From an optimization exercise on the open Yosys and OpenROAD flow, aimed at small area; shortcuts taken in it are not production practice.
Only simulation tests tie the RTL to the original design; equivalence was not proved.
No activity file was given, so power comes from the tool's default toggle rates.

== try-amber ==
==> flow/design.v <==
module bte (
    input             clk,
    input             rst,            
    input             cmd_we,
    input      [31:0] cmd,
    input             i2c_ch_valid,
    input             spi_ch_valid,
    input      [7:0]  i2c_budget,     
    input      [7:0]  spi_budget,     
    output reg        res_done,
    output     [7:0]  res_status,
    output     [15:0] res_data,
    output            res_busy,
    output     [7:0]  res_retries,
    output            ch_req,
    output            ch_bus,         
    output     [1:0]  ch_kind,        
    output     [6:0]  ch_slave,
    output     [15:0] ch_buf,         
    output     [3:0]  ch_size,
    output     [7:0]  ch_opts,
    input             ch_ack,
    input      [7:0]  ch_st,
    input      [7:0]  ch_n,
    input      [15:0] ch_rdata,
    input             ch_busy
);
    localparam [3:0] W1  = 4'd0;    
    localparam [3:0] WP  = 4'd1;    
    localparam [3:0] R1  = 4'd2;    
    localparam [3:0] R2  = 4'd3;    
    localparam [3:0] SE  = 4'd4;    
    localparam [3:0] SO  = 4'd5;    
    localparam [3:0] SL  = 4'd6;    
    localparam [3:0] SD  = 4'd7;    
    localparam [3:0] SS  = 4'd8;    
    localparam [3:0] SB  = 4'd9;    
    localparam [3:0] SR  = 4'd10;   
    localparam [3:0] SX  = 4'd11;   
    localparam [3:0] QO  = 4'd12;   
    localparam [3:0] QL  = 4'd13;   
    localparam [3:0] QD  = 4'd14;   
    localparam [3:0] FIN = 4'd15;   
    reg        run;         
    reg [3:0]  st;
    reg [15:0] sd;          
    reg [7:0]  xa;          
    reg [7:0]  retry;
    reg        busylast;
    wire [4:0] hi5 = {xa[0], xa[6:4], xa[7]};
    wire [2:0] lo3 = xa[3:1];
    assign res_status  = {3'b000, xa[4:0]};
    assign res_data    = sd;
    assign res_busy    = busylast;
    assign res_retries = retry;
    assign ch_req   = run & (st != FIN);
    assign ch_bus   = st[3] | st[2];
    assign ch_slave = ch_bus ? 7'd0 : xa[6:0];
    reg [1:0] kind;
    reg [3:0] size;
    reg [3:0] opts;
    reg [7:0] b0, b1;
    always @(*) begin
        kind = 2'd0;
        size = 4'd0;
        opts = 4'h0;
        b0   = 8'h00;
        b1   = 8'h00;
        case (st)
            W1: begin size = 4'd2; opts = 4'h3; b0 = sd[15:8]; b1 = sd[7:0]; end
            WP: begin size = 4'd1; opts = 4'h5; b0 = sd[15:8]; end
            R1: begin size = 4'd1; opts = 4'h1; b0 = sd[15:8]; end
            R2: begin kind = 2'd1; size = 4'd1; opts = 4'h9; end
            SE: begin size = 4'd9; opts = 4'h7; b0 = 8'h9F; end
            SO: begin size = 4'd1; opts = 4'h2; b0 = {3'b101, hi5}; end
            SL: begin size = 4'd3; opts = 4'h1; b0 = {lo3, 5'd0}; end
            SD: begin size = 4'd2; opts = 4'h4; b0 = sd[7:0]; b1 = sd[15:8]; end
            SS: begin opts = 4'h2; end
            SB: begin kind = 2'd2; end
            SR: begin opts = 4'h4; end
            SX: begin size = 4'd9; opts = 4'h7; b0 = 8'h87; end
            QO: begin size = 4'd1; opts = 4'h2; b0 = {3'b110, hi5}; end
            QL: begin size = 4'd4; opts = 4'h1; b0 = {lo3, 5'd0}; end
            QD: begin kind = 2'd1; size = 4'd2; opts = 4'h4; end
            default: ;
        endcase
    end
    assign ch_kind = kind;
    assign ch_size = size;
    assign ch_opts = {4'h0, opts};
    assign ch_buf  = {b1, b0};
    wire [1:0] c_op = cmd[31:30];
    reg        c_legal;
    always @(*) begin
        case (c_op)
            2'd0:    c_legal = (cmd[22:19] == 4'd0);
            2'd1:    c_legal = (cmd[22:19] == 4'd0) && (cmd[7:0] == 8'd0);
            2'd2:    c_legal = (cmd[29:24] == 6'd0);
            default: c_legal = (cmd[29:24] == 6'd0) && (cmd[15:0] == 16'd0);
        endcase
    end
    wire c_chv = c_op[1] ? spi_ch_valid : i2c_ch_valid;
    wire c_ok  = c_legal & c_chv;
    reg [3:0] c_first;
    always @(*) begin
        case (c_op)
            2'd0:    c_first = W1;
            2'd1:    c_first = R1;
            2'd2:    c_first = SE;
            default: c_first = QO;
        endcase
    end
    wire st_zero  = (ch_st == 8'd0);
    wire st_known = (ch_st[7:5] == 3'd0) &&
                    ((ch_st[4:3] == 2'b00 && ch_st[2:0] != 3'd0 &&
                      ch_st[2:0] != 3'd1 && ch_st[2:0] != 3'd7) ||
                     ch_st[4:0] == 5'd18);
    wire n_ok   = (ch_n == {4'd0, size});
    wire eff_ok = st_zero & (n_ok | (st == SB));
    wire [4:0] eff = st_known ? ch_st[4:0] : (eff_ok ? 5'd0 : 5'd18);
    wire [7:0] retry_inc = retry + 8'd1;
    wire [7:0] budget    = (st == WP) ? i2c_budget : spi_budget;
    wire       at_budget = (retry_inc == budget);
    reg last;
    always @(*) begin
        case (st)
            WP:      last = eff_ok | at_budget;
            R2, SX, QD: last = 1'b1;
            default: last = ~eff_ok;
        endcase
    end
    reg [3:0] st_next;
    always @(*) begin
        case (st)
            W1, WP:  st_next = WP;
            R1:      st_next = R2;
            SS:      st_next = SB;
            SB:      st_next = (ch_busy & ~at_budget) ? SB : SR;
            QO:      st_next = QL;
            QL:      st_next = QD;
            default: st_next = st + 4'd1;   
        endcase
    end
    wire acc    = cmd_we & ~run;
    wire answer = ch_ack;                
    wire finish = run & ((st == FIN) | (answer & last));
    always @(posedge clk) begin
        if (rst) begin
            run      <= 1'b0;
            res_done <= 1'b0;
        end else if (acc) begin
            run      <= 1'b1;
            res_done <= 1'b0;
        end else if (finish) begin
            run      <= 1'b0;
            res_done <= 1'b1;
        end
    end
    always @(posedge clk) begin
        if (acc) begin
            st       <= c_ok ? c_first : FIN;
            sd       <= c_ok ? cmd[15:0] : 16'd0;
            xa[0]    <= cmd[23];
            xa[3:1]  <= cmd[26:24] | cmd[18:16];
            xa[6:4]  <= cmd[29:27] | cmd[22:20];
            xa[7]    <= cmd[19];
            if (!c_ok)
                xa[4:0] <= c_legal ? 5'd3 : 5'd6;
            retry    <= 8'd0;
            busylast <= 1'b0;
        end else if (answer) begin
            if (last) begin
                xa[4:0] <= eff;
                sd      <= (st == QD) ? ch_rdata :
                           (st == R2) ? {8'd0, ch_rdata[7:0]} : 16'd0;
            end else begin
                st <= st_next;
            end
            if (st == WP || st == SB)
                retry <= retry_inc;
            if (st == SB && st_zero)
                busylast <= ch_busy;
        end
    end
endmodule
==> flow/config.mk <==
export PLATFORM = sky130hd
export DESIGN_NAME = bte
export DESIGN_NICKNAME = bte
export VERILOG_FILES = /design/flow/design.v
export SDC_FILE = /design/flow/constraint.sdc
export NUM_CORES = 4
export LEC_CHECK = 0
export CAP_MARGIN = 20
export CORE_MARGIN = 2
export CORE_UTILIZATION = 40
export SLEW_MARGIN = 20
==> flow/constraint.sdc <==
create_clock -name core_clock -period 10.0 [get_ports {clk}]
set_input_delay 2.0000 -clock core_clock [delete_from_list [all_inputs] [get_ports {clk}]]
set_output_delay 2.0000 -clock core_clock [all_outputs]
set_load 0.01 [all_outputs]
standard.sh (not shown) runs the stock make flow with config.mk's settings and CLKGATE_MAP_FILE= SYNTH_SCRIPT=/design/flow/synth_recipe.tcl, a recipe that flattens the netlist after the stock synthesis.
==> flow/flow/run.sh <==
#!/bin/bash
set -euo pipefail
export BUFFER_PORTS_ARGS="-buffer_cell sky130_fd_sc_hd__buf_1"
export CTS_ARGS="-sink_clustering_enable -repair_clock_nets -root_buf sky130_fd_sc_hd__clkbuf_16 -buf_list sky130_fd_sc_hd__clkbuf_16 -sink_clustering_size 50 -sink_clustering_max_diameter 500 -dont_use_dummy_load"
bash standard.sh finish > flow_standard.log 2>&1
try-amber was carried through to the last stage, and its layout satisfied the timing, design-rule and antenna checks.
### try-amber -> try-tundra
==> flow/run.sh (new file) <==
#!/bin/bash
# synth_recipe.tcl (not shown) runs the flow's synth.tcl, then flattens the netlist and writes it again
# the make line also repeats each setting of config.mk as NAME=value (left out here)
make -C /OpenROAD-flow-scripts/flow DESIGN_CONFIG=/design/flow/config.mk WORK_HOME=/design/flow/orfs CLKGATE_MAP_FILE= SYNTH_SCRIPT=/design/flow/synth_recipe.tcl finish
removed: flow/flow/run.sh
removed: flow/standard.sh
==> notes.md <==
Looking only at final area, and setting everything else aside, the higher value of try-tundra and try-amber goes to try-tundra. Against try-amber, routed wire length in try-tundra came out worse. Relative to try-amber, the static power due to leakage of try-tundra is higher by about 30%. met1 as the layer carrying the most global-route usage was reported by try-amber, and met2 by try-tundra.
What try-sierra does differently from try-tundra at the input level:
==> flow/flow/run.sh (new file) <==
#!/bin/bash
set -euo pipefail
export BUFFER_PORTS_ARGS="-buffer_cell sky130_fd_sc_hd__buf_1"
export CTS_ARGS="-sink_clustering_enable -repair_clock_nets -buf_list sky130_fd_sc_hd__clkbuf_4 -dont_use_dummy_load"
bash standard.sh finish > flow_standard.log 2>&1
==> flow/standard.sh (new file) <==
#!/bin/bash
# synth_recipe.tcl (not shown) runs the flow's synth.tcl, then flattens the netlist and writes it again
# the make line also repeats each setting of config.mk as NAME=value (left out here)
make -C /OpenROAD-flow-scripts/flow DESIGN_CONFIG=/design/flow/config.mk WORK_HOME=/design/flow/orfs CLKGATE_MAP_FILE= SYNTH_SCRIPT=/design/flow/synth_recipe.tcl "${@:-finish}"
removed: flow/run.sh
Notes after the runs:
Every run (try-tundra and try-sierra) finished clean.
When try-sierra is set beside try-tundra, its wire length turns out to be about 7% smaller.
Compared to try-tundra, try-sierra has ratio of final minimum period to clock period 3.0 points lower.
From try-tundra to try-sierra the numbers moved as follows: total power went down, worst-case hold slack level, last weighted congestion value of the routability-driven placer went up about 1.4%, post-layout instance area fell about 23%, leakage power total shows a reduction of 0.43 nW.
Of the two values seen for busiest layer in global routing, met1 was produced by try-sierra and met2 by try-tundra.
--- input diff try-sierra..try-pepper ---
==> flow/flow/run.sh <==
#!/bin/bash
set -euo pipefail
export BUFFER_PORTS_ARGS="-buffer_cell sky130_fd_sc_hd__buf_1"
bash standard.sh finish > flow_standard.log 2>&1
[summary]
- Via density per instance essentially unchanged between try-pepper and try-sierra.
- Met1 layer usage reported by global route essentially unchanged between try-sierra and try-pepper.
- Going from try-sierra to try-pepper, worst endpoint data arrival time fell by 0.04 ns, aggregate global-route resource usage stayed essentially flat.
- | global-route wire length before repair | try-sierra vs try-pepper | ≈ equal |
- After detailed routing, try-sierra needs more wire than try-pepper.
- Later-pin clock latency in the skew report (lower): try-pepper

## re-timing with driven ports
In the flow no input, the clock included, has a driving cell. The finished layouts below were timed again as built, in two steps. Step 1, drivers: a clkbuf_16 drives clk and a buf_2 each remaining input, both assumed. Step 2 moves the port delays by t, midway between the first and last clock arrival at a register: inputs arrive t later, outputs are due t later. That takes back most of the time a late clock gives input paths. Slacks: no drivers / after step 1 / after step 2; pairs: no drivers / after step 1.
run | t (ns) | slack for setup (ns) | hold WS [ns] | latest minus earliest clock arrival (ns) | worst slew at a driven data input, ns
try-amber | 0.299 | 5.400 / 5.367 / 5.466 | 0.496 / 0.496 / 0.496 | 0.008 / 0.007 | 0.05
try-tundra | 0.316 | 4.993 / 4.963 / 5.065 | 0.504 / 0.504 / 0.504 | 0.007 / 0.007 | 0.05
try-sierra | 0.345 | 5.296 / 5.271 / 5.450 | 0.507 / 0.507 / 0.507 | 0.026 / 0.026 | 0.05
try-pepper | 0.309 | 5.340 / 5.312 / 5.454 | 0.502 / 0.502 / 0.502 | 0.007 / 0.008 | 0.05
After both steps every run listed still meets setup and hold.
